This design comes from an exercise in tuning for small area and a short achievable clock period on the open sky130 flow, not from production work. Function was checked by simulation only, so behaviour that the tests miss may differ from the original.

--- flow/design.v ---
module rqp_rq_lane (
    input  wire [7:0] s,
    input  wire [3:0] bits,    
    input  wire [7:0] c,       
    output wire [7:0] r
);
    wire [2:0]  sh   = bits[2:0];
    wire [15:0] dbl  = {s, s} << sh;
    wire [7:0]  rot  = dbl[15:8];
    wire [7:0]  mask = ~(8'hFF << bits);
    wire [7:0]  hi   = rot & mask;
    wire [8:0]  sc   = {1'b0, s} - {1'b0, c};
    wire [7:0]  u    = sc[7:0];
    wire        cgt  = sc[8];      
    wire        neg  = !cgt && !(rot > u);
    wire        big  =  cgt && !(rot < u);
    wire [7:0]  ones, zeros;
    assign ones[0]  = 1'b1;
    assign zeros[0] = 1'b1;
    genvar i;
    generate
        for (i = 1; i < 8; i = i + 1) begin : pre
            assign ones[i]  = ones[i-1] & hi[i-1];
            assign zeros[i] = zeros[i-1] & !hi[i-1];
        end
    endgenerate
    assign r = hi ^ (({8{big}} & ones) | ({8{neg}} & zeros));
endmodule
module rqp_sprng (
    input  wire        clk,
    input  wire        rst,
    input  wire        load,       
    input  wire [7:0]  seed,
    input  wire        step,       
    output wire [63:0] draws       
);
    reg  [7:0] ps;
    wire [7:0] adv;                
    assign draws[0] = ps[0];
    assign draws[1] = ps[1];
    assign draws[2] = ps[2];
    assign draws[3] = ps[3];
    assign draws[4] = ps[4];
    assign draws[5] = ps[5];
    assign draws[6] = ps[6];
    assign draws[7] = ps[7];
    assign draws[8] = ps[0] ^ ps[5];
    assign draws[9] = ps[1] ^ ps[6];
    assign draws[10] = ps[0] ^ ps[2] ^ ps[7];
    assign draws[11] = ps[0] ^ ps[3] ^ ps[5];
    assign draws[12] = ps[1] ^ ps[4] ^ ps[6];
    assign draws[13] = ps[0] ^ ps[2] ^ ps[5] ^ ps[7];
    assign draws[14] = ps[3] ^ ps[6];
    assign draws[15] = ps[0] ^ ps[4] ^ ps[7];
    assign draws[16] = ps[2] ^ ps[7];
    assign draws[17] = ps[1] ^ ps[3];
    assign draws[18] = ps[0] ^ ps[2] ^ ps[4] ^ ps[5];
    assign draws[19] = ps[0] ^ ps[2] ^ ps[3] ^ ps[5] ^ ps[7];
    assign draws[20] = ps[3] ^ ps[4] ^ ps[6];
    assign draws[21] = ps[4] ^ ps[7];
    assign draws[22] = ps[0] ^ ps[5] ^ ps[6];
    assign draws[23] = ps[1] ^ ps[5] ^ ps[6] ^ ps[7];
    assign draws[24] = ps[2] ^ ps[4];
    assign draws[25] = ps[0] ^ ps[1] ^ ps[3] ^ ps[5] ^ ps[6];
    assign draws[26] = ps[0] ^ ps[1] ^ ps[4] ^ ps[6];
    assign draws[27] = ps[0] ^ ps[3] ^ ps[4] ^ ps[5] ^ ps[7];
    assign draws[28] = ps[0] ^ ps[1] ^ ps[4] ^ ps[5];
    assign draws[29] = ps[0] ^ ps[1] ^ ps[6] ^ ps[7];
    assign draws[30] = ps[2] ^ ps[3] ^ ps[6] ^ ps[7];
    assign draws[31] = ps[1] ^ ps[2] ^ ps[3] ^ ps[4] ^ ps[5];
    assign draws[32] = ps[0] ^ ps[1] ^ ps[2] ^ ps[4] ^ ps[6] ^ ps[7];
    assign draws[33] = ps[0] ^ ps[1] ^ ps[2] ^ ps[5] ^ ps[7];
    assign draws[34] = ps[0] ^ ps[3] ^ ps[4] ^ ps[5] ^ ps[6];
    assign draws[35] = ps[1] ^ ps[2] ^ ps[3] ^ ps[5] ^ ps[6];
    assign draws[36] = ps[2] ^ ps[4] ^ ps[7];
    assign draws[37] = ps[1] ^ ps[3] ^ ps[4] ^ ps[5] ^ ps[7];
    assign draws[38] = ps[0] ^ ps[2] ^ ps[4] ^ ps[5] ^ ps[6];
    assign draws[39] = ps[0] ^ ps[3] ^ ps[4];
    assign draws[40] = ps[0] ^ ps[2] ^ ps[3] ^ ps[5] ^ ps[6];
    assign draws[41] = ps[1] ^ ps[4] ^ ps[6] ^ ps[7];
    assign draws[42] = ps[0] ^ ps[1] ^ ps[2] ^ ps[4] ^ ps[5] ^ ps[7];
    assign draws[43] = ps[0] ^ ps[1];
    assign draws[44] = ps[1] ^ ps[2] ^ ps[6];
    assign draws[45] = ps[0] ^ ps[2] ^ ps[3];
    assign draws[46] = ps[0] ^ ps[1] ^ ps[3] ^ ps[4];
    assign draws[47] = ps[1] ^ ps[3] ^ ps[4] ^ ps[6];
    assign draws[48] = ps[5] ^ ps[6];
    assign draws[49] = ps[0] ^ ps[3] ^ ps[6] ^ ps[7];
    assign draws[50] = ps[7];
    assign draws[51] = ps[0] ^ ps[1] ^ ps[5] ^ ps[6];
    assign draws[52] = ps[0] ^ ps[1] ^ ps[2] ^ ps[3] ^ ps[7];
    assign draws[53] = ps[0] ^ ps[2] ^ ps[3] ^ ps[7];
    assign draws[54] = ps[3] ^ ps[4];
    assign draws[55] = ps[0] ^ ps[4] ^ ps[5] ^ ps[6];
    assign draws[56] = ps[0] ^ ps[2] ^ ps[3] ^ ps[5] ^ ps[6] ^ ps[7];
    assign draws[57] = ps[0] ^ ps[4] ^ ps[6] ^ ps[7];
    assign draws[58] = ps[0] ^ ps[4] ^ ps[7];
    assign draws[59] = ps[1] ^ ps[2] ^ ps[3] ^ ps[7];
    assign draws[60] = ps[1] ^ ps[2] ^ ps[3] ^ ps[4] ^ ps[6];
    assign draws[61] = ps[2] ^ ps[3] ^ ps[4];
    assign draws[62] = ps[0] ^ ps[1] ^ ps[3] ^ ps[4] ^ ps[5] ^ ps[6];
    assign draws[63] = ps[1] ^ ps[2] ^ ps[3] ^ ps[4] ^ ps[7];
    assign adv[0] = ps[0] ^ ps[4] ^ ps[5] ^ ps[6] ^ ps[7];
    assign adv[1] = ps[1] ^ ps[3] ^ ps[5] ^ ps[7];
    assign adv[2] = ps[1] ^ ps[5] ^ ps[6] ^ ps[7];
    assign adv[3] = ps[0] ^ ps[1] ^ ps[2] ^ ps[3] ^ ps[4] ^ ps[5] ^ ps[6];
    assign adv[4] = ps[2] ^ ps[4] ^ ps[5] ^ ps[6] ^ ps[7];
    assign adv[5] = ps[1] ^ ps[2] ^ ps[3] ^ ps[4] ^ ps[5] ^ ps[6] ^ ps[7];
    assign adv[6] = ps[0] ^ ps[2] ^ ps[4] ^ ps[5] ^ ps[6] ^ ps[7];
    assign adv[7] = ps[0] ^ ps[2] ^ ps[3] ^ ps[5];
    always @(posedge clk) begin
        if (rst)
            ps <= 8'd128;
        else if (load)
            ps <= seed;
        else if (step)
            ps <= adv;
    end
endmodule
module rqp_cellq (
    input  wire         clk,
    input  wire         rst,         
    input  wire         seed_load,   
    input  wire [7:0]   seed,        
    input  wire         in_valid,
    input  wire [63:0]  in_cell,     
    input  wire [3:0]   in_bits,     
    input  wire         in_prob,     
    input  wire [31:0]  in_mult,
    output reg          out_valid,
    output reg  [63:0]  out_cell,    
    output reg  [127:0] out_r1u      
);
    wire        draw = in_valid && in_prob && !in_bits[3];    
    wire [63:0] draws;
    rqp_sprng u_prng (
        .clk   (clk),
        .rst   (rst),
        .load  (seed_load),
        .seed  (seed),
        .step  (draw),
        .draws (draws)
    );
    reg         r_valid;
    reg [63:0]  r_cell;
    reg [63:0]  r_c;
    reg [3:0]   r_bits;
    reg [31:0]  r_mult;
    always @(posedge clk) begin
        if (rst)
            r_valid <= 1'b0;
        else
            r_valid <= in_valid;
        r_cell <= in_cell;
        r_bits <= in_bits;
        r_mult <= in_mult;
    end
    genvar g;
    generate
        for (g = 0; g < 8; g = g + 1) begin : rc
            wire [7:0] c = in_prob ? draws[8*g +: 8] : 8'd128;
            always @(posedge clk)
                r_c[8*g +: 8] <= c;
        end
    endgenerate
    wire [63:0] q;
    generate
        for (g = 0; g < 8; g = g + 1) begin : lane
            rqp_rq_lane u_lane (
                .s    (r_cell[8*g +: 8]),
                .bits (r_bits),
                .c    (r_c[8*g +: 8]),
                .r    (q[8*g +: 8])
            );
        end
    endgenerate
    reg         m_valid;
    reg [63:0]  m_q;
    reg [35:0]  m_cs;
    reg [31:0]  m_mult;
    reg [31:0]  m_mult3;
    always @(posedge clk) begin
        if (rst)
            m_valid <= 1'b0;
        else
            m_valid <= r_valid;
        m_q     <= q;
        m_mult  <= r_mult;
        m_mult3 <= r_mult + {r_mult[30:0], 1'b0};
    end
    generate
        for (g = 0; g < 4; g = g + 1) begin : pair
            always @(posedge clk)
                m_cs[9*g +: 9] <= {1'b0, q[16*g +: 8]} + {1'b0, q[16*g+8 +: 8]};
        end
    endgenerate
    wire [31:0] m1 = m_mult;
    wire [31:0] m2 = {m_mult[30:0], 1'b0};
    wire [31:0] m3 = m_mult3;
    wire [127:0] r1u;
    generate
        for (g = 0; g < 4; g = g + 1) begin : term
            wire [8:0] cs = m_cs[9*g +: 9];
            wire [31:0] pp0 = (cs[1:0] == 2'd1 ? m1 : 32'd0) | (cs[1:0] == 2'd2 ? m2 : 32'd0) | (cs[1:0] == 2'd3 ? m3 : 32'd0);
            wire [31:0] pp1 = (cs[3:2] == 2'd1 ? m1 : 32'd0) | (cs[3:2] == 2'd2 ? m2 : 32'd0) | (cs[3:2] == 2'd3 ? m3 : 32'd0);
            wire [31:0] pp2 = (cs[5:4] == 2'd1 ? m1 : 32'd0) | (cs[5:4] == 2'd2 ? m2 : 32'd0) | (cs[5:4] == 2'd3 ? m3 : 32'd0);
            wire [31:0] pp3 = (cs[7:6] == 2'd1 ? m1 : 32'd0) | (cs[7:6] == 2'd2 ? m2 : 32'd0) | (cs[7:6] == 2'd3 ? m3 : 32'd0);
            wire [31:0] pp4 = cs[8] ? m1 : 32'd0;
            assign r1u[32*g +: 32] = pp0 + {pp1[29:0], 2'b0} + {pp2[27:0], 4'b0}
                                   + {pp3[25:0], 6'b0} + {pp4[23:0], 8'b0};
        end
    endgenerate
    always @(posedge clk) begin
        if (rst)
            out_valid <= 1'b0;
        else
            out_valid <= m_valid;
        out_cell <= m_q;
        out_r1u  <= r1u;
    end
endmodule
--- flow/run.sh ---
#!/bin/bash
# synth_recipe.tcl (not shown) runs the flow's synth.tcl, then flattens the netlist and writes it again
# the make line also repeats each setting of config.mk as NAME=value (left out here)
make -C /OpenROAD-flow-scripts/flow DESIGN_CONFIG=/design/flow/config.mk WORK_HOME=/design/flow/orfs CLKGATE_MAP_FILE= SYNTH_SCRIPT=/design/flow/synth_recipe.tcl finish
--- flow/config.mk ---
export PLATFORM = sky130hd
export DESIGN_NAME = rqp_cellq
export DESIGN_NICKNAME = rqp_cellq
export VERILOG_FILES = /design/flow/design.v
export SDC_FILE = /design/flow/constraint.sdc
export NUM_CORES = 4
export LEC_CHECK = 0
export ABC_AREA = 1
export CAP_MARGIN = 20
export CORE_MARGIN = 2
export CORE_UTILIZATION = 40
export SLEW_MARGIN = 20
--- flow/constraint.sdc ---
create_clock -name core_clock -period 16.0 [get_ports {clk}]
set_input_delay 3.2000 -clock core_clock [delete_from_list [all_inputs] [get_ports {clk}]]
set_output_delay 3.2000 -clock core_clock [all_outputs]
set_load 0.01 [all_outputs]
==> results of run 1 <==
[area by class of cell]
cell class / instances / area [sq um] / share of cell area, %
antenna: 2 / 5.005 / 0.009981
multi-input combinational: 4151 / 28950 / 57.73
sequential: 530 / 10610 / 21.17
tap: 1414 / 1769 / 3.528
clock buffer: 70 / 1536 / 3.064
inverter: 903 / 3391 / 6.762
clock inverter: 24 / 332.8 / 0.6637
timing repair buffer: 371 / 3548 / 7.076
[registers in the layout (all words and copies together), names as in the netlist]
signal	flops
u_prng.ps	8
r_cell	64
m_mult3	32
m_cs	36
m_valid	1
r_mult	32
out_r1u	128
out_valid	1
r_bits	4
m_mult	31
out_cell	64
m_q	64
r_valid	1
r_c	64
[metrics by stage]
| step | instance area [sq um] | cells |
|---|---|---|
| after floorplan | 44070 | 5862 |
| after global placement | 48260 | 7369 |
| after detailed placement | 48260 | 7369 |
| after CTS | 50130 | 7463 |
| after global routing | 50140 | 7463 |
| final | 50140 | 7465 |
[routing by layer]
metal	share of wire, %	wire (microns)
met1	41	65800
met2	43	68980
met3	11	18450
met4	5.1	8190
met5	0.021	34
[cells in the mapped netlist, drive strengths merged (41+ instances only)]
| master | count |
|---|---|
| nand2 | 1281 |
| inv | 888 |
| dfxtp | 530 |
| a21oi | 471 |
| nand3 | 361 |
| ha | 330 |
| fa | 317 |
| o221ai | 270 |
| nor2 | 262 |
| clkbuf | 219 |
| xor2 | 196 |
| o22ai | 174 |
| o21ai | 152 |
| xnor2 | 110 |
| buf | 59 |
| nand4 | 52 |
| nor3 | 41 |
[cells by family after synthesis]
kind of cell,after synthesis,synth area share [%]
simple gates,2020,18.97
buf+inv,1181,10.28
compound gates,1178,16.80
fa+ha+maj,647,23.77
flops,530,24.08
xor+xnor,306,6.099
[worst paths after layout]
| path | end | slack [ns] | startpoint | cells after the start |
|---|---|---|---|---|
| max | out_r1u[63] | 10.26 | m_mult[3] | 19 |
| max reg2reg | out_r1u[63] | 10.26 | m_mult[3] | 19 |
| min | out_cell[13] | 0.33 | m_q[13] | 0 |
| min reg2reg | out_cell[13] | 0.33 | m_q[13] | 0 |
==> impl_metrics.tcl, run 1 <==
set metrics [dict create \
    outcome "timing/DRC/antenna clean" \
    num_vias 42290 \
    layout_commonest_cell "nand2_1" \
    dpl.hpwl_microns 120800 \
    die_area_sq_um 112800 \
    avgSynthCellArea_sq_um 7.517 \
    cts.sinks 530 \
    io_buffers 305 \
    setup_violations 0 \
    cts_hold_buffers 0 \
    grt_overflow 0 \
    layout_common_cells "nand2_1, inv_1, dfxtp_1, a21oi_1, nand3_1" \
    cts_resized 0 \
    h-tree-depth 2 \
    rows 121 \
    drtAntennaViolNets 0 \
    fmax_mhz 174.3 \
    routed_wl_microns 161400 \
    utilization_pct 46.00 \
    required_ns 16.60 \
    fin_crit_ns 5.736 \
    viasPerCell 5.665 \
    grt_pass1_vias 40760 \
    dominantRegCellSynth "dfxtp_1" \
    ys_async_sr_fraction_pct 0 \
    yosysTopAreaCell "dfxtp_1" \
    clockBufferDepth 3 \
    drc 0 \
    hold_ws_ns 0.3258 \
    crit_path_max_fanout 18 \
    finClkSkew_ns 0.03309 \
    syn2layout_area_growth_pct 13.79 \
    met3_usage_pct 7.895 \
    critPathLaunchType "register" \
    drt_pass1_iterations 10 \
    worstSetupPathType "register to register" \
    grtUsageTotal_pct 28.01 \
    layout-drive-gt1-share_pct 3.240 \
    tritoncts "done" \
    fin_crit_sh_pct 35.85 \
    grt_antenna_before_repair 6 \
    synth_nets 6622 \
    worst_slew_pin_slew_ns 1.220 \
    yosys_warnings 2 \
    grt_max_degree 72 \
    syn_inst 5862 \
    grtUsageMet2_pct 43.30 \
    hp-class "register to register" \
    start_util_pct 40.43 \
    netlist-cell-type-count 50 \
    rsz0062_at_grt "false" \
    setup_ws_ns 10.26 \
    critical_path_arrival_ns 6.34 \
    clkSlewWorstSetupHoldPaths_ns 0.07 \
    nFillCells 10980 \
    worstSkewPairLatency_ns 0.67 \
    setup_tns_ns 0 \
    cts_root_buf "clkbuf_16" \
    drv_cap 0 \
    die_w_microns 335.9 \
    path_delay_family "adder cells" \
    post_cts_buffers 0 \
    dp_worst_setup_slack_ns 10.55 \
    ios 306 \
    crit_slowest_cell "dfxtp_1" \
    synth_top_cell_area_share_pct 24.08 \
    syn_area_sq_um 44070 \
    fin_nets 6774 \
    cts_inserted_buffers 57 \
    crit_path_end_kind "register" \
    core-area_sq_um 109000 \
    ys_seq_elements 530 \
    synth_area_leaders "dfxtp_1, fa_1, nand2_1" \
    synth_edf_count 0 \
    grt_use_met1_pct 36.35 \
    crit_path_cell_trace "clkinv_1, buf_4, o221ai_1, fa_1, inv_1, fa_1, inv_1, fa_1, ha_1, a21oi_1, nand2_1, nand2_1, nand3_1, a21oi_1, inv_1, nand2_1, o211ai_1, nand3b_1, nand2_1" \
    wl_per_cell_microns 21.63 \
    path_buf_inv 5 \
    maxSlewHeadroom_pct 18.55 \
    cp_slowest_stage_delay_ns 1.12 \
    hold_viol 0 \
    busiest_layer "met2" \
    grt_pass1_wl_microns 243600 \
    drv_slew 0 \
    drtIter0Drc 4841 \
    die_height_microns 335.9 \
    seq_area_frac_synth_pct 24.08 \
    crit_path_frequent_cell "nand2_1" \
    place.gp.congestion 1.003 \
]
==> run 2: changes to the inputs <==
==> flow/flow/run.sh (new file) <==
#!/bin/bash
# Layout flow: the standard ORFS flow (standard.sh), with timing repair
# aiming below the clock period and buf_2 cells as the port buffers.
# make's full output goes to flow_make.log in the work folder.
set -euo pipefail
export SETUP_SLACK_MARGIN=11
export BUFFER_PORTS_ARGS="-buffer_cell sky130_fd_sc_hd__buf_2"
bash standard.sh > flow_make.log 2>&1
==> flow/standard.sh (new file) <==
#!/bin/bash
# synth_recipe.tcl (not shown) runs the flow's synth.tcl, then flattens the netlist and writes it again
# the make line also repeats each setting of config.mk as NAME=value (left out here)
make -C /OpenROAD-flow-scripts/flow DESIGN_CONFIG=/design/flow/config.mk WORK_HOME=/design/flow/orfs CLKGATE_MAP_FILE= SYNTH_SCRIPT=/design/flow/synth_recipe.tcl "${@:-finish}"
removed: flow/run.sh
==> run 2 against run 1 <==
Area after synthesis unchanged. Clock skew rose by 0.012 ns. Global-route usage grew 0.49 points. Register-to-register slack gained 0.73 ns. Worst setup slack better by 0.73 ns. Via count up 1.8%. Critical path depth is 3 lower. Sequential share of layout area grew 0.20 points. First-iteration DRC count up 1.4%. Sequential cell count did not move. Largest cell class unchanged. Highest routed layer unchanged.
==> impl_metrics.tcl, run 2 <==
set metrics [dict create \
    worstSkewPairLatency_ns 0.68 \
    worstSetupPathType "register to register" \
    place.gp.congestion 0.9666 \
    drv_cap 0 \
    synth_nets 6622 \
    fmax_mhz 199.7 \
    crit_path_end_kind "register" \
    path_buf_inv 3 \
    grt_antenna_before_repair 5 \
    regMostFlops "out_r1u" \
    syn2layout_area_growth_pct 12.83 \
    syn_inst 5862 \
    largest_reg_flops 128 \
    ys_async_sr_fraction_pct 0 \
    r2r_cells 16 \
    worst_slew_pin_slew_ns 1.129 \
    setup_violations 0 \
    path_delay_family "adder cells" \
    synthSimpleGateAreaFrac_pct 18.97 \
    rrSetupSlack_ns 10.99 \
    timing.rr.start "m_mult[20]" \
    start_util_pct 40.43 \
    ios 306 \
    core-area_sq_um 109000 \
    ys_seq_elements 530 \
    yosysTopAreaCell "dfxtp_1" \
    synth_edf_count 0 \
    grtUsageMet2_pct 44.03 \
    synth-compound-area-share_pct 16.80 \
    r2r-end "out_r1u[28]" \
    holdPathStages 0 \
    layout_commonest_cell "nand2_1" \
    setup_tns_ns 0 \
    grt_pass1_wl_microns 247000 \
    yosysMostFrequentCell "nand2_1" \
    critPathLaunchType "register" \
    crit_path_max_fanout 18 \
    drc 0 \
    hold_ws_ns 0.3186 \
    grt_max_degree 68 \
    finClkSkew_ns 0.04513 \
    synth_top_family_by_area "adder cells" \
    fin_crit_sh_pct 31.30 \
    cp_slowest_stage_delay_ns 0.72 \
    met3_usage_pct 7.757 \
    avgSynthCellArea_sq_um 7.517 \
    layout-drive-gt1-share_pct 10.83 \
    dominantRegCellSynth "dfxtp_1" \
    grt_overflow 0 \
    netlist-cell-type-count 50 \
    drt_pass1_iterations 12 \
    hold_viol 0 \
    drtIter0Drc 4907 \
    holdPathEnd "out_cell[37]" \
    cts.sinks 530 \
    die_height_microns 335.9 \
    cts_inserted_buffers 57 \
    dpl.hpwl_microns 122100 \
    yosys_warnings 2 \
    seq_area_frac_synth_pct 24.08 \
    synth_area_leaders "dfxtp_1, fa_1, nand2_1" \
    hp-class "register to register" \
    num_vias 43040 \
    crit_cells 16 \
    grt_use_met1_pct 36.90 \
    synth_top_cell_area_share_pct 24.08 \
    fin_crit_ns 5.009 \
    drtAntennaViolNets 0 \
    rsz0062_at_grt "true" \
    syn_area_sq_um 44070 \
    crit_path_cell_trace "buf_4, clkinvlp_2, o22ai_1, a21oi_1, fa_1, fa_1, fa_1, inv_1, ha_1, a21oi_1, o21ai_0, a21oi_1, nand3_1, nand3_1, nand2_1, xor2_1" \
    synth_common_cells "nand2_1, inv_1, dfxtp_1" \
    fin_nets 6851 \
    cts_root_buf "clkbuf_16" \
    critical_path_arrival_ns 5.56 \
    fin_cells 7553 \
    die_area_sq_um 112800 \
    synthMuxAreaShare_pct 0 \
    synth-adder-area-share_pct 23.77 \
    rows 121 \
    hp-start "m_q[37]" \
    nFillCells 11140 \
    wl_per_cell_microns 21.97 \
    die_w_microns 335.9 \
    dpl.cell_count 7373 \
    drv_slew 0 \
    outcome "timing/DRC/antenna clean" \
    h-tree-depth 2 \
    required_ns 16.55 \
    grtUsageTotal_pct 28.50 \
    grt_pass1_vias 40720 \
    routed_wl_microns 166000 \
    clockBufferDepth 3 \
    io_buffers 305 \
    maxSlewHeadroom_pct 24.63 \
    synth_xor_area_share_pct 6.099 \
    tritoncts "done" \
    layout_common_cells "nand2_1, inv_1, dfxtp_1, a21oi_1, nand3_1" \
    crit_slowest_cell "clkinvlp_2" \
    clkSlewWorstSetupHoldPaths_ns 0.06 \
    viasPerCell 5.698 \
    busiest_layer "met2" \
]
[run 2: cell count changes in the layout (fill, tap and decap cells not counted), moves of 13 or more]
cell,change
buf_2,+305
clkdlybuf4s50_1,-305
buf_4,+57
clkinvlp_4,+30
inv_1,-20
a21oi_1,-13
clkinv_1,-13
[run 2: cells by family after synthesis]
kind of cell | after synthesis
compound gates | 1178
flops | 530
simple gates | 2020
xor+xnor | 306
fa+ha+maj | 647
buf+inv | 1181
[run 2: worst max path at each step]
stage                           from      endpoint  slack, ns
after CTS                  m_mult[9]   out_r1u[90]      10.92
after detailed placement    m_cs[22]   out_r1u[90]      10.30
final                     m_mult[20]   out_r1u[28]      10.99
after floorplan             m_cs[22]   out_r1u[90]      11.57
after global placement     m_mult[2]  out_r1u[119]      10.37
after global routing      r_cell[56]      m_cs[34]      10.97
[run 2: cell type report]
| type | count | area (sq um) | area share (%) |
|---|---|---|---|
| clock inverter | 27 | 307.8 | 0.6191 |
| timing repair buffer | 441 | 2641 | 5.312 |
| multi-input combinational | 4151 | 29160 | 58.64 |
| clock buffer | 79 | 1662 | 3.342 |
| sequential | 530 | 10630 | 21.37 |
| tap | 1414 | 1769 | 3.558 |
| inverter | 903 | 3507 | 7.054 |
| antenna | 1 | 2.502 | 0.005033 |
| timing repair inverter | 7 | 50.05 | 0.1007 |
[run 2: what timing repair did]
action,4_1_cts,5_1_grt
buffers inserted,26,40
pin swaps,0,4
resized for setup,31,95
endpoints found under the setup margin,79,80
hold buffers,0,0
gates cloned,4,3
[run 2: routing by layer]
| layer | vias up | routed length (microns) |
|---|---|---|
| met2 | 2620 | 71110 |
| met1 | 19950 | 66560 |
| met4 | 4 | 9264 |
| met3 | 601 | 18920 |
| li1 | 19870 | - |
| met5 | - | 109 |
[run 2: through the flow]
step                      worst slack, ns  area, sq um  util (%)
final                               10.99        49720     45.61
after CTS                           10.92        49080     45.02
after global routing                10.97        49720     45.61
after floorplan                     11.57        44070         -
after global placement              10.37        46760     42.90
after detailed placement            10.30        46760     42.90
==> run 3: changes to the inputs <==
--- a/flow/flow/run.sh
+++ b/flow/flow/run.sh
@@ -4,5 +4,5 @@
 # make's full output goes to flow_make.log in the work folder.
 set -euo pipefail
-export SETUP_SLACK_MARGIN=11
+export SETUP_SLACK_MARGIN=11.4
 export BUFFER_PORTS_ARGS="-buffer_cell sky130_fd_sc_hd__buf_2"
 bash standard.sh > flow_make.log 2>&1
--- a/flow/config.mk
+++ b/flow/config.mk
@@ -10,3 +10,6 @@
 export CORE_MARGIN = 2
 export CORE_UTILIZATION = 40
+export CTS_BUF_LIST = sky130_fd_sc_hd__clkbuf_8
+export CTS_CLUSTER_DIAMETER = 60
+export CTS_CLUSTER_SIZE = 20
 export SLEW_MARGIN = 20
==> run 3 against run 2 <==
Clock skew increased by 0.011 ns. Core utilization increased by 1.6 points. Critical path type unchanged. Sequential share of layout area decreased by 0.60 points. Largest cell class unchanged. Critical path depth increased by 3. Area after synthesis unchanged. Critical endpoint is now out_r1u[31].
==> impl_metrics.tcl, run 3 <==
set metrics [dict create \
    holdPathEnd "out_cell[38]" \
    fin_cells 7658 \
    drc 0 \
    num_vias 43860 \
    start_util_pct 40.43 \
    clkSlewWorstSetupHoldPaths_ns 0.11 \
    cts.sinks 530 \
    drtAntennaViolNets 0 \
    path_buf_inv 6 \
    setup_tns_ns 0 \
    largest_reg_flops 128 \
    hp-class "register to register" \
    path_delay_family "adder cells" \
    layout_commonest_cell "nand2_1" \
    fin_crit_ns 4.547 \
    synth_nets 6622 \
    viasPerCell 5.727 \
    syn_area_sq_um 44070 \
    grt_max_degree 68 \
    grt_overflow 0 \
    holdPathStages 0 \
    dpl.cell_count 7373 \
    syn2layout_area_growth_pct 16.86 \
    wl_met1_microns 66740 \
    critical_path_arrival_ns 5.19 \
    grt_antenna_before_repair 8 \
    hold_ws_ns 0.3338 \
    drv_slew 0 \
    crit_path_frequent_cell "inv_1" \
    h-tree-depth 2 \
    drt_pass1_iterations 10 \
    cp_slowest_stage_delay_ns 0.52 \
    setup_violations 0 \
    wl_per_cell_microns 22.12 \
    crit_path_max_fanout 21 \
    fin_nets 6962 \
    grt_pass1_wl_microns 247100 \
    io_buffers 305 \
    drtIter0Drc 5022 \
    regMostFlops "out_r1u" \
    rsz0062_at_grt "true" \
    wl_met2_microns 72200 \
    dpl.hpwl_microns 122100 \
    rows 121 \
    grtUsageTotal_pct 28.49 \
    r2r_cells 19 \
    synth_common_cells "nand2_1, inv_1, dfxtp_1" \
    synth_edf_count 0 \
    critPathLaunchType "register" \
    fin_crit_sh_pct 28.42 \
    timing.rr.start "m_cs[5]" \
    highest_layer "met5" \
    utilization_pct 47.24 \
    outcome "timing/DRC/antenna clean" \
    finClkSkew_ns 0.05572 \
    netlist-cell-type-count 50 \
    yosysTopAreaCell "dfxtp_1" \
    die_height_microns 335.9 \
    routed_wl_microns 169400 \
    crit_path_end_kind "register" \
    synth_area_leaders "dfxtp_1, fa_1, nand2_1" \
    worst_slew_pin_slew_ns 1.089 \
    syn_inst 5862 \
    clockBufferDepth 3 \
    dominantRegCellSynth "dfxtp_1" \
    met3_length_microns 20080 \
    r2r-end "out_r1u[31]" \
    drv_cap 0 \
    crit_slowest_cell "fa_1" \
    yosys_warnings 2 \
    maxSlewHeadroom_pct 27.22 \
    ys_async_sr_fraction_pct 0 \
    cts_hold_buffers 0 \
    die_area_sq_um 112800 \
    ys_seq_elements 530 \
    seq_area_frac_synth_pct 24.08 \
    place.gp.congestion 0.9666 \
    layout_common_cells "nand2_1, inv_1, dfxtp_1, a21oi_1, nand3_1" \
    yosysMostFrequentCell "nand2_1" \
    cts_inserted_buffers 49 \
    die_w_microns 335.9 \
    tritoncts "done" \
    core-area_sq_um 109000 \
    crit_path_cell_trace "inv_1, nor2_2, buf_6, inv_1, o221ai_1, fa_1, fa_1, inv_1, fa_1, inv_1, ha_1, nand2_1, nor3_1, nand2_1, inv_1, nand4_1, o211ai_1, nand3b_1, nand2_1" \
    hp-start "m_q[38]" \
    hold_viol 0 \
    ios 306 \
    required_ns 16.65 \
    cts_root_buf "clkbuf_8" \
    rrSetupSlack_ns 11.45 \
    worstSkewPairLatency_ns 0.77 \
    fmax_mhz 219.9 \
    avgSynthCellArea_sq_um 7.517 \
    grt_pass1_vias 40900 \
    synth_top_cell_area_share_pct 24.08 \
    layout-drive-gt1-share_pct 16.46 \
    worstSetupPathType "register to register" \
]
-- run 3: cell counts after synthesis --
Identical to the previous run, type by type.
-- run 3: through the flow --
step | cell area [sq um] | setup WS, ns
3_3_place_gp | 46760 | 10.37
4_1_cts | 48890 | 11.40
5_1_grt | 51490 | 11.31
3_5_place_dp | 46760 | 10.30
6_report | 51500 | 11.45
2_1_floorplan | 44070 | 11.57
-- run 3: repair_timing --
action / in CTS / in global routing
gates cloned: 7 / 9
pin swaps: 2 / 100
resized for setup: 127 / 372
endpoints found under the setup margin: 111 / 84
buffers inserted: 56 / 120
-- run 3: worst max path at each step --
| stage | start | end | cells past startpoint |
|---|---|---|---|
| after floorplan | m_cs[22] | out_r1u[90] | 19 |
| after global routing | r_c[26] | m_cs[16] | 31 |
| after detailed placement | m_cs[22] | out_r1u[90] | 17 |
| after global placement | m_mult[2] | out_r1u[119] | 17 |
| after CTS | m_cs[18] | out_r1u[90] | 20 |
| final | m_cs[5] | out_r1u[31] | 19 |
-- run 3: layout make-up --
type	count	area, sq um
Fill cell	11010	57510
Multi-Input combinational cell	4151	30150
Sequential cell	530	10700
Timing Repair Buffer	558	3953
Inverter	903	3655
Tap cell	1414	1769
Clock buffer	51	701.9
Clock inverter	39	495.5
Timing Repair inverter	9	67.56
Antenna cell	3	7.507
-- run 3: cells by family after synthesis --
kind of cell,share of synthesized area (%)
flip-flops,24.08
XOR/XNOR,6.099
AND/OR/NAND/NOR,18.97
buffers and inverters,10.28
adder cells (fa/ha/maj),23.77
AO/OA/AOI/OAI,16.80
-- run 3: routing by layer --
| layer | track usage [%] | vias up |
|---|---|---|
| met5 | 0 | - |
| met4 | 12.93 | 4 |
| met3 | 7.953 | 651 |
| met2 | 44.22 | 2688 |
| met1 | 36.76 | 20430 |
| li1 | - | 20090 |
==> run 4: changes to the inputs <==
--- a/flow/design.v
+++ b/flow/design.v
@@ -175,4 +175,6 @@
         end
     endgenerate
+    wire [31:0] mult3;
+    rqp_add #(.W(32)) u_m3 (.a(r_mult), .b({r_mult[30:0], 1'b0}), .ci(1'b0), .s(mult3), .co());
     reg         m_valid;
     reg [63:0]  m_q;
@@ -187,5 +189,5 @@
         m_q     <= q;
         m_mult  <= r_mult;
-        m_mult3 <= r_mult + {r_mult[30:0], 1'b0};
+        m_mult3 <= mult3;
     end
     generate
@@ -220,2 +222,45 @@
     end
 endmodule
+module rqp_add #(parameter W = 32) (
+    input  wire [W-1:0] a,
+    input  wire [W-1:0] b,
+    input  wire         ci,
+    output wire [W-1:0] s,
+    output wire         co
+);
+    localparam L = (W <= 2) ? 1 : (W <= 4) ? 2 : (W <= 8) ? 3 : (W <= 16) ? 4 : (W <= 32) ? 5 : 6;
+    wire [W-1:0] p0 = a ^ b;
+    wire [W-1:0] g0 = a & b;
+    wire [W-1:0] gg [0:2*L];
+    wire [W-1:0] pp [0:2*L];
+    assign gg[0] = {g0[W-1:1], g0[0] | (p0[0] & ci)};
+    assign pp[0] = p0;
+    genvar k, i;
+    generate
+        for (k = 0; k < L; k = k + 1) begin : up
+            for (i = 0; i < W; i = i + 1) begin : b
+                if (((i + 1) % (2 << k)) == 0) begin : c
+                    assign gg[k+1][i] = gg[k][i] | (pp[k][i] & gg[k][i - (1 << k)]);
+                    assign pp[k+1][i] = pp[k][i] & pp[k][i - (1 << k)];
+                end else begin : n
+                    assign gg[k+1][i] = gg[k][i];
+                    assign pp[k+1][i] = pp[k][i];
+                end
+            end
+        end
+        for (k = L - 2; k >= 0; k = k - 1) begin : dn
+            for (i = 0; i < W; i = i + 1) begin : b
+                if (((i + 1) % (2 << k)) == (1 << k) && i >= (2 << k)) begin : c
+                    assign gg[2*L-1-k][i] = gg[2*L-2-k][i] | (pp[2*L-2-k][i] & gg[2*L-2-k][i - (1 << k)]);
+                    assign pp[2*L-1-k][i] = pp[2*L-2-k][i] & pp[2*L-2-k][i - (1 << k)];
+                end else begin : n
+                    assign gg[2*L-1-k][i] = gg[2*L-2-k][i];
+                    assign pp[2*L-1-k][i] = pp[2*L-2-k][i];
+                end
+            end
+        end
+    endgenerate
+    wire [W-1:0] cg = gg[2*L-1];
+    assign s  = p0 ^ {cg[W-2:0], ci};
+    assign co = cg[W-1];
+endmodule
==> run 4 against run 3 <==
Worst hold slack lost 0.020 ns. Sequential cell count is the same. First-iteration DRC count grew 6.4%. Area after synthesis shrank 0.53%. Critical endpoint is now out_r1u[97]. Still clean on timing, DRC and antenna. Via count shrank 1.5%. Wire length grew 1.1%.
==> impl_metrics.tcl, run 4 <==
set metrics [dict create \
    grt_pass1_wl_microns 250200 \
    ios 306 \
    yosysTopAreaCell "dfxtp_1" \
    setup_violations 0 \
    layout_common_cells "nand2_1, inv_1, dfxtp_1, a21oi_1, fa_1" \
    drtIter0Drc 5342 \
    cts_root_buf "clkbuf_8" \
    fmax_mhz 220.3 \
    core-area_sq_um 108700 \
    fin_crit_ns 4.539 \
    hold_viol 0 \
    required_ns 12.80 \
    synth_nets 6529 \
    cts_inserted_buffers 57 \
    grt_overflow 0 \
    crit_path_max_fanout 1 \
    stdcell_area_sq_um 51410 \
    grt_max_degree 73 \
    h-tree-depth 2 \
    grtUsageTotal_pct 29.09 \
    hp-class "register to register" \
    avgSynthCellArea_sq_um 7.615 \
    path_buf_inv 1 \
    rsz0062_at_grt "true" \
    dpl.cell_count 7257 \
    fin_nets 6856 \
    critPathLaunchType "register" \
    layout_commonest_cell "nand2_1" \
    syn_area_sq_um 43830 \
    worst_slew_pin_slew_ns 1.025 \
    wl_per_cell_microns 22.70 \
    clockBufferDepth 3 \
    grt_antenna_before_repair 9 \
    dominantRegCellSynth "dfxtp_1" \
    ys_seq_elements 530 \
    yosys_warnings 3 \
    crit_slowest_cell "dfxtp_2" \
    die_area_sq_um 112200 \
    path_delay_family "flip-flops" \
    start_util_pct 40.32 \
    largest_reg_flops 128 \
    num_vias 43190 \
    tritoncts "done" \
    maxSlewHeadroom_pct 31.50 \
    drt_pass1_iterations 7 \
    drc 0 \
    synth_common_cells "nand2_1, inv_1, dfxtp_1" \
    cp_slowest_stage_delay_ns 0.41 \
    crit_path_end_kind "primary output" \
    synth_edf_count 0 \
    routed_wl_microns 171300 \
    synth_top_cell_area_share_pct 24.21 \
    viasPerCell 5.723 \
    drv_slew 0 \
    io_buffers 305 \
    drtAntennaViolNets 0 \
    seq_area_frac_synth_pct 24.21 \
    clkSlewWorstSetupHoldPaths_ns 0.11 \
    dpl.hpwl_microns 120400 \
    syn2layout_area_growth_pct 17.28 \
    syn_inst 5756 \
    cts.sinks 530 \
    rows 121 \
    ys_async_sr_fraction_pct 0 \
    grt_pass1_vias 41430 \
    netlist-cell-type-count 53 \
    die_w_microns 335.0 \
    setup_tns_ns 0 \
    drv_cap 0 \
    outcome "timing/DRC/antenna clean" \
    layout-drive-gt1-share_pct 17.24 \
    critical_path_arrival_ns 1.34 \
    yosysMostFrequentCell "nand2_1" \
    place.gp.congestion 0.9530 \
    fin_crit_sh_pct 28.37 \
    synth_area_leaders "dfxtp_1, fa_1, nand2_1" \
    worstSkewPairLatency_ns 0.80 \
    die_height_microns 335.0 \
    fin_cells 7547 \
    post_dp_cell_area_sq_um 46450 \
    worstSetupPathType "register to primary output" \
    cts_hold_buffers 0 \
    crit_path_cell_trace "buf_2" \
    regMostFlops "out_r1u" \
    finClkSkew_ns 0.04306 \
]
run 4: cell count changes after synthesis, sizes merged, moves of 6 or more:
cell,change
a21o,+6
a21oi,-57
and2,+9
buf,+7
fa,+14
nand2,-6
nand3,-35
nor2,-18
nor3,-8
o221ai,+8
o22ai,-13
xnor2,-8
xor2,-8
run 4: through the flow:
| step | utilization, % | hold slack, ns | setup slack [ns] |
|---|---|---|---|
| final | 47.29 | 0.3136 | 11.46 |
| after global routing | 47.29 | 0.3084 | 11.15 |
| after CTS | 45.13 | 0.3178 | 11.38 |
| after detailed placement | 42.73 | 0.3121 | 9.938 |
| after global placement | 42.73 | 0.3101 | 10.10 |
| after floorplan | - | 0.3096 | 11.68 |
run 4: cells by family after synthesis:
family	count (synthesis)	synth area share, %
adder cells (fa/ha/maj)	660	24.51
buffers and inverters	1192	10.52
multiplexers	1	0.02284
flip-flops	530	24.21
AO/OA/AOI/OAI	1128	16.45
AND/OR/NAND/NOR	1955	18.49
XOR/XNOR	290	5.812
run 4: final cells by class:
class | instances | area [sq um]
diodes | 3 | 7.507
well taps | 1414 | 1769
repair buffers | 546 | 3894
multi-input cells | 4036 | 29830
inverters | 907 | 3699
clock buffers | 58 | 798.3
repair inverters | 5 | 37.54
flip-flops and latches | 530 | 10700
fillers | 10800 | 57290
clock inverters | 48 | 679.4
run 4: repair_timing:
action	in CTS	in global routing
cloned	6	8
setup buffers	71	96
gates resized for setup	154	355
pin swaps	7	88
setup endpoints to repair	120	80
run 4: final timing paths:
path	startpoint	slack (ns)	cells after the start	to
min reg2reg	m_q[19]	0.31	0	out_cell[19]
min	m_q[19]	0.31	0	out_cell[19]
max reg2reg	m_mult3[17]	11.51	15	out_r1u[24]
max	out_r1u[97]	11.46	1	out_r1u[97]
run 4: routing by layer:
layer / GRT usage [%] / part of all wire, %
met2: 45.89 / 44
met4: 13.25 / 5.4
met3: 8.333 / 12
met5: 0.1737 / 0.041
met1: 36.73 / 39

## static timing again, ports no longer ideal
In the flow no input, the clock included, has a driving cell. The finished layouts below were timed again as built, in two steps. Step 1 assumes that a clkbuf_16 drives the clock port and a buf_2 every other input. Step 2 times the ports against the registers' clock, not the clock port: input delays grow and output delays shrink by t, the midpoint of the rising clock arrivals with the driver on. Slacks: no drivers / after step 1 / after step 2; pairs: no drivers / after step 1.
run	t, ns	slack for setup (ns)	latest minus earliest clock arrival (ns)	pins driven straight from the clock port
run 1	0.726	10.263 / 10.263 / 10.263	0.033 / 0.034	1
run 2	0.728	10.991 / 10.991 / 10.869	0.045 / 0.045	1
run 3	0.813	11.453 / 11.408 / 10.901	0.056 / 0.056	1
run 4	0.849	11.461 / 11.392 / 10.795	0.044 / 0.043	1
After both steps setup and hold are still met in every run listed. The setup slack of run 4, which loses most, moves by -0.069 ns with the drivers and by -0.666 ns with both steps.
